What follows belongs to an exercise in optimizing a design on an open flow for small area, a short achievable clock period and few clock cycles; a production flow would make more cautious choices.
Where RTL was checked, it was by simulation tests only, not by an equivalence proof against the original.
Power is estimated from default activity; no workload was simulated.

Setup of oak:
==> flow/design.v (excerpt) <==
module dem_decoder (
    input  wire        clk,
    input  wire        rst,         
    input  wire        start,
    input  wire [15:0] in_len,      
    input  wire [15:0] out_cap,     
    output wire        busy,
    output reg         done,
    output wire        fail,
    output wire [15:0] out_len,     
    input  wire        in_valid,
    input  wire [31:0] in_data,
    output wire        in_ready,
    output wire        out_valid,
    output wire [31:0] out_data,
    input  wire        out_ready
);
For scale: roughly 1,200 cells after synthesis.
export LEC_CHECK = 0
export CAP_MARGIN = 20
export CORE_MARGIN = 2
export CORE_UTILIZATION = 55
export CTS_BUF_LIST = sky130_fd_sc_hd__clkbuf_16
export CTS_CLUSTER_DIAMETER = 80
export CTS_CLUSTER_SIZE = 30
export SETUP_SLACK_MARGIN = 5
export SLEW_MARGIN = 20
export TNS_END_PERCENT = 5
create_clock -name core_clock -period 8.0 [get_ports {clk}]
standard.sh (not shown) runs the stock make flow with config.mk's settings and CLKGATE_MAP_FILE= SYNTH_SCRIPT=/design/flow/synth_recipe.tcl, a recipe that flattens the netlist after the stock synthesis.
==> flow/flow/run.sh <==
#!/bin/bash
# The standard layout, with the port buffers made from the smallest buffer cell.
set -euo pipefail
bash standard.sh 'BUFFER_PORTS_ARGS=-buffer_cell sky130_fd_sc_hd__buf_1' finish > standard_flow.log 2>&1
Testbench counts of oak, summed over its fixed seeds: cycles 39,225.
The inputs of pine differ from those of oak as listed below.
-- flow/design.v --
<<< oak, line 169
    assign out_data  = oflag ? 32'h8000_0000 : prev;
    assign fail      = bad;
    assign out_len   = bad ? 16'd0 : {outw, 2'b00};
    wire [2:0]  pc    = {1'b0, p} + c;
    wire [15:0] rem_n = rem - {13'd0, c_r};
>>> pine, line 169
    assign out_data  = oflag ? 32'h8000_0000 : prev;
    assign fail      = bad;
    assign out_len   = {outw, 2'b00};
    wire [2:0]  pc    = {1'b0, p} + c;
    wire [15:0] rem_n = rem - {13'd0, c_r};
<<< oak, line 262
                if (w_bad || l_miss) begin
                    bad   <= 1'b1;
                    state <= S_FIN;
                end else if (s_end && adv) begin
>>> pine, line 262
                if (w_bad || l_miss) begin
                    bad   <= 1'b1;
                    outw  <= 14'd0;
                    state <= S_FIN;
                end else if (s_end && adv) begin
==> results.txt <==
pine ended with every stage complete and zero timing, DRC or antenna violations. Measured against oak, the weighted congestion reported at the end of routability-driven placement of pine comes out at 1.06 times the reference value. Looking at clock-buffer cell count, pine sits 1 higher than oak does. In terms of depth of the worst hold-timing path, oak and pine differ only marginally. Summary of pine over oak: global-route wire length before repair moved up, global-route usage moved down, largest net degree at the start of global routing moved down, number of vias per cell after detailed routing moved up, detailed router's first-iteration violation count moved up. For the met2 usage in global routing, pine came in 1.8 points higher than oak did. Diff oak -> pine | number of ordinary inverters in the final layout | increase of 10. On pine: total power is 3.0% lower than what oak gave. Going from oak to pine, clock period minus worst slack grows by 110 ps.
For pine, only the layout was checked, not whether the RTL still works.


Setup of rev 12:
The RTL this note starts from:
==> flow/design.v <==
module dem_decoder (
    input  wire        clk,
    input  wire        rst,         
    input  wire        start,
    input  wire [15:0] in_len,      
    input  wire [15:0] out_cap,     
    output wire        busy,
    output reg         done,
    output wire        fail,
    output wire [15:0] out_len,     
    input  wire        in_valid,
    input  wire [31:0] in_data,
    output wire        in_ready,
    output wire        out_valid,
    output wire [31:0] out_data,
    input  wire        out_ready
);
    localparam [2:0] T_OUT  = 3'd0, T_ZERO = 3'd1, T_D4  = 3'd2, T_D8  = 3'd3,
                     T_D12  = 3'd4, T_D16  = 3'd5, T_D24 = 3'd6, T_D32 = 3'd7;
    localparam [1:0] S_IDLE = 2'd0, S_RUN = 2'd1, S_FIN = 2'd2;
    reg  [1:0]  state;
    reg  [15:0] rem;         
    reg  [2:0]  c_r;         
    reg         rhz;         
    reg  [13:0] capr;        
    reg         capz;        
    reg  [13:0] outw;        
    reg         bad;         
    reg  [2:0]  rtype;       
    reg  [8:0]  rcnt;        
    reg         inr;         
    reg         last;        
    reg         lenp;        
    reg         ph;          
    reg         dv;          
    reg         dout;        
    reg         dadd;        
    reg  [31:0] dlt;         
    reg         ov;          
    reg         oflag;       
    reg  [31:0] prev;        
    reg  [31:0] A, B;
    reg         Av, Bv;
    reg  [1:0]  p;
    reg  [31:0] W;           
    always @(*) begin
        case (p)
            2'd0:    W = A;
            2'd1:    W = {B[7:0],  A[31:8]};
            2'd2:    W = {B[15:0], A[31:16]};
            default: W = {B[23:0], A[31:24]};
        endcase
    end
    wire ge2 = Av & (Bv | (p != 2'd3));
    wire ge3 = Av & (Bv | ~p[1]);
    wire ge4 = Av & (Bv | (p == 2'd0));
    wire run      = (state == S_RUN);
    wire is_delta = rtype[2] | rtype[1];
    wire in_rec   = inr;
    wire [7:0] req = {8{rhz}} & (8'd1 << rem[2:0]);
    wire [7:0] rsh = req >> c_r;
    wire z0 = rsh[0];
    wire z1 = rsh[1];
    wire z2 = rsh[2];
    wire z3 = rsh[3];
    reg [31:0] delta;
    reg        sentinel;
    reg        fneed;        
    reg        fpast;        
    reg [2:0]  fc;           
    reg        mrg;          
    always @(*) begin
        delta    = 32'd0;
        sentinel = 1'b0;
        fneed    = 1'b1;
        fpast    = 1'b0;
        fc       = 3'd0;
        mrg      = 1'b1;
        case (rtype)
            T_D4: begin
                if (ph) begin
                    delta    = {{28{W[7]}}, W[7:4]};
                    sentinel = (W[7:4] == 4'h8);
                end else begin
                    delta    = {{28{W[3]}}, W[3:0]};
                    sentinel = (W[3:0] == 4'h8);
                end
                fneed = Av;
                fpast = z0;
                fc    = {2'b00, ph | last};
            end
            T_D8: begin
                delta    = {{24{W[7]}}, W[7:0]};
                sentinel = (W[7:0] == 8'h80);
                fneed    = Av;
                fpast    = z0;
                fc       = 3'd1;
            end
            T_D12: begin
                if (ph) begin
                    delta    = {{20{W[15]}}, W[15:4]};
                    sentinel = (W[15:4] == 12'h800);
                end else begin
                    delta    = {{20{W[11]}}, W[11:0]};
                    sentinel = (W[11:0] == 12'h800);
                end
                fneed = ge2;
                fpast = z0 | z1;
                fc    = (ph | last) ? 3'd2 : 3'd1;
            end
            T_D16: begin
                delta    = {{16{W[15]}}, W[15:0]};
                sentinel = (W[15:0] == 16'h8000);
                fneed    = ge2;
                fpast    = z0 | z1;
                fc       = 3'd2;
            end
            T_D24: begin
                delta    = {{8{W[23]}}, W[23:0]};
                sentinel = (W[23:0] == 24'h80_0000);
                fneed    = ge3;
                fpast    = z0 | z1 | z2;
                fc       = 3'd3;
                mrg      = 1'b0;
            end
            T_D32: begin
                delta    = W;
                sentinel = (W == 32'h8000_0000);
                fneed    = ge4;
                fpast    = z0 | z1 | z2 | z3;
                fc       = 3'd4;
                mrg      = 1'b0;
            end
            default: ;
        endcase
    end
    wire        oget   = ~ov | out_ready;
    wire        w_bad  = run & inr & (fpast | capz);
    wire        emit_w = run & inr & ~fpast & ~capz & fneed;   
    wire        hmode  = run & ~inr;
    reg  [7:0]  Hf;
    reg         havf, rendf;                             
    always @(*) begin
        case (fc[1:0])
            2'd0:    begin Hf = W[7:0];   havf = Av;  rendf = z0; end
            2'd1:    begin Hf = W[15:8];  havf = ge2; rendf = z1; end
            default: begin Hf = W[23:16]; havf = ge3; rendf = z2; end
        endcase
    end
    wire        hok_e  = last & mrg & ~rendf & havf;    
    wire        end_e  = last & mrg & rendf;            
    wire        hok_h  = ~lenp & ~z0 & Av;              
    wire [7:0]  H      = inr ? Hf : W[7:0];
    wire        hext   = (H[4:0] == 5'd0);
    wire        h_ok   = inr ? (emit_w & hok_e) : (hmode & hok_h);
    wire        s_end  = inr ? (emit_w & end_e) : (hmode & ~lenp & z0);
    wire        l_miss = hmode & lenp & z0;              
    wire        l_ok   = hmode & lenp & ~z0 & Av;
    wire        emit_l = l_ok & ~is_delta & ~capz & oget;
    wire        emit   = emit_w | emit_l;
    wire        adv    = ~inr | oget;
    wire [2:0]  c = (emit_w ? fc : 3'd0) + {2'd0, h_ok | l_ok};
    wire [2:0]  pf   = {1'b0, p} + fc;
    wire        xw   = hok_e ? (pf >= 3'd3) : pf[2];     
    wire        xh   = (p == 2'd3);                      
    wire        exh  = inr ? (emit_w & xw) : (hmode & ~z0 & Av & xh);
    assign busy      = (state != S_IDLE);
    assign in_ready  = run & ~Bv;
    assign out_valid = ov;
    assign out_data  = oflag ? 32'h8000_0000 : prev;
    assign fail      = bad;
    assign out_len   = bad ? 16'd0 : {outw, 2'b00};
    wire [2:0]  pc    = {1'b0, p} + c;
    wire [8:0]  len32 = {1'b0, W[7:0]} + 9'd32;
    wire [8:0]  len31 = {1'b0, W[7:0]} + 9'd31;
    wire [15:0] rem_n = rem - {13'd0, c_r};
    always @(posedge clk) begin
        if (in_ready && in_valid) begin
            B  <= in_data;
            Bv <= 1'b1;
        end
        if (!Av) begin
            if (Bv) begin
                A  <= B;
                Av <= 1'b1;
                Bv <= 1'b0;
            end
            p <= 2'd0;
        end else if (adv) begin
            if (exh) begin
                if (Bv) begin
                    A  <= B;
                    Bv <= 1'b0;
                end else begin
                    Av <= 1'b0;
                end
            end
            p <= pc[1:0];
        end
        rem <= rem_n;
        rhz <= (rem_n[15:3] == 13'd0);
        c_r <= adv ? c : 3'd0;
        if (oget) begin
            ov    <= dv;
            oflag <= dout;
            if (dadd)
                prev <= prev + dlt;
        end
        if (adv) begin
            if (oget) begin
                dv   <= emit;
                dout <= emit & ((rtype == T_OUT) | (is_delta & sentinel));
                dadd <= emit_w & is_delta & ~sentinel;
                dlt  <= delta;
            end
            if (emit) begin
                outw <= outw + 14'd1;
                capr <= capr - 14'd1;
            end
            capz <= emit ? (capr == 14'd1) : (capr == 14'd0);
            if (emit_w) begin
                rcnt <= rcnt - 9'd1;
                inr  <= ~last;
                last <= (rcnt == 9'd2);
                ph   <= ~ph;
            end
            if (h_ok) begin
                rtype <= H[7:5];
                lenp  <= hext;
                ph    <= 1'b0;
                if (!hext) begin
                    rcnt <= {4'd0, H[4:0]};
                    inr  <= 1'b1;
                    last <= (H[4:0] == 5'd1);
                end
            end
            if (l_ok) begin
                rcnt <= emit_l ? len31 : len32;
                inr  <= 1'b1;
                last <= 1'b0;
                lenp <= 1'b0;
            end
        end
        done <= 1'b0;
        case (state)
            S_IDLE: begin
                if (start) begin
                    rem   <= in_len;
                    c_r   <= 3'd0;
                    rhz   <= (in_len[15:3] == 13'd0);
                    capr  <= out_cap[15:2];
                    capz  <= (out_cap[15:2] == 14'd0);
                    outw  <= 14'd0;
                    prev  <= 32'd0;
                    bad   <= 1'b0;
                    rcnt  <= 9'd0;
                    inr   <= 1'b0;
                    lenp  <= 1'b0;
                    Av    <= 1'b0;
                    Bv    <= 1'b0;
                    state <= S_RUN;
                end
            end
            S_RUN: begin
                if (w_bad || l_miss) begin
                    bad   <= 1'b1;
                    state <= S_FIN;
                end else if (s_end && adv) begin
                    state <= S_FIN;
                end
            end
            default: begin
                if (oget && !dv) begin
                    done  <= 1'b1;
                    state <= S_IDLE;
                end
            end
        endcase
        if (rst) begin
            state <= S_IDLE;
            done  <= 1'b0;
            ov    <= 1'b0;
            dv    <= 1'b0;
            dadd  <= 1'b0;
            Bv    <= 1'b0;
        end
    end
endmodule
Settings: LEC_CHECK=0, CAP_MARGIN=20, CORE_MARGIN=2, CORE_UTILIZATION=40, CTS_BUF_LIST=sky130_fd_sc_hd__clkbuf_16, CTS_CLUSTER_DIAMETER=80, CTS_CLUSTER_SIZE=30, SETUP_SLACK_MARGIN=5, SLEW_MARGIN=20; clock period 8.0 ns.
Scripts as last shown in full above: flow/flow/run.sh
Testbench counts of rev 12, summed over its fixed seeds: cycles 38,900.
### rev 12 -> rev 13
--- a/flow/design.v
+++ b/flow/design.v
@@ -155,10 +155,9 @@
     wire        h_ok   = inr ? (emit_w & hok_e) : (hmode & hok_h);
     wire        s_end  = inr ? (emit_w & end_e) : (hmode & ~lenp & z0);
     wire        l_miss = hmode & lenp & z0;              
     wire        l_ok   = hmode & lenp & ~z0 & Av;
-    wire        emit_l = l_ok & ~is_delta & ~capz & oget;
-    wire        emit   = emit_w | emit_l;
+    wire        emit   = emit_w;
     wire        adv    = ~inr | oget;
     wire [2:0]  c = (emit_w ? fc : 3'd0) + {2'd0, h_ok | l_ok};
     wire [2:0]  pf   = {1'b0, p} + fc;
     wire        xw   = hok_e ? (pf >= 3'd3) : pf[2];     
@@ -170,10 +169,8 @@
     assign out_data  = oflag ? 32'h8000_0000 : prev;
     assign fail      = bad;
     assign out_len   = bad ? 16'd0 : {outw, 2'b00};
     wire [2:0]  pc    = {1'b0, p} + c;
-    wire [8:0]  len32 = {1'b0, W[7:0]} + 9'd32;
-    wire [8:0]  len31 = {1'b0, W[7:0]} + 9'd31;
     wire [15:0] rem_n = rem - {13'd0, c_r};
     always @(posedge clk) begin
         if (in_ready && in_valid) begin
             B  <= in_data;
@@ -234,9 +231,9 @@
                     last <= (H[4:0] == 5'd1);
                 end
             end
             if (l_ok) begin
-                rcnt <= emit_l ? len31 : len32;
+                rcnt <= {1'b0, W[7:0]} + 9'd32;
                 inr  <= 1'b1;
                 last <= 1'b0;
                 lenp <= 1'b0;
             end
Notes after the runs:
- Sort rev 12 and rev 13 by worst hold slack asc -> top: rev 12
- Between rev 12 and rev 13, cell total after placement is lower for rev 13, rev 12 comes in above that.
- Synthesized cell area: rev 12 and rev 13 compared, lower one is rev 13
- From rev 12 to rev 13 the numbers moved as follows: standby leakage power dropped 0.23 nW; area of combinational cells with multiple inputs went down by about 3.3%; minimum clock period decreased 180 ps; cell-internal power now smaller.
- Of rev 13 and rev 12, it is rev 13 that has the lower final design instance area without fill.
- Per the comparison of rev 13 with rev 12, sequential share of power now sits higher, share of the core filled with cells in the final layout now sits lower.
- The run showing the smaller non-clock buffer count is rev 13.
- Combinational cell fraction of total power on rev 13 is down relative to rev 12.
Testbench counts of rev 13, summed over its fixed seeds: cycles 39,225.

## re-timing with driven ports
In the flow no input, the clock included, has a driving cell. The finished layouts below were timed again as built, in two steps.
Step 1 assumes that a clkbuf_16 drives the clock port and a buf_2 every other input.
Step 2 moves the port delays by t, midway between the first and last clock arrival at a register: inputs arrive t later, outputs are due t later. That takes back most of the time a late clock gives input paths.
Three values: ideal ports, drivers, drivers and shift; two values: the first two.
| run | t (ns) | setup WS [ns] | hold WS [ns] | worst data-port slew with drivers (ns) | pins driven straight from the clock port |
|---|---|---|---|---|---|
| oak | 0.526 | 4.871 / 4.830 / 4.369 | 0.428 / 0.428 / 0.428 | 0.03 | 1 |
| pine | 0.519 | 4.757 / 4.757 / 4.321 | 0.424 / 0.424 / 0.424 | 0.03 | 1 |
| rev 12 | 0.540 | 4.756 / 4.756 / 4.455 | 0.402 / 0.402 / 0.402 | 0.04 | 1 |
| rev 13 | 0.542 | 4.936 / 4.882 / 4.445 | 0.430 / 0.430 / 0.430 | 0.07 | 1 |
After both steps setup and hold are still met in every run listed. For oak, which loses most, drivers alone change the setup slack by -0.041 ns; drivers and shift together by -0.502 ns.
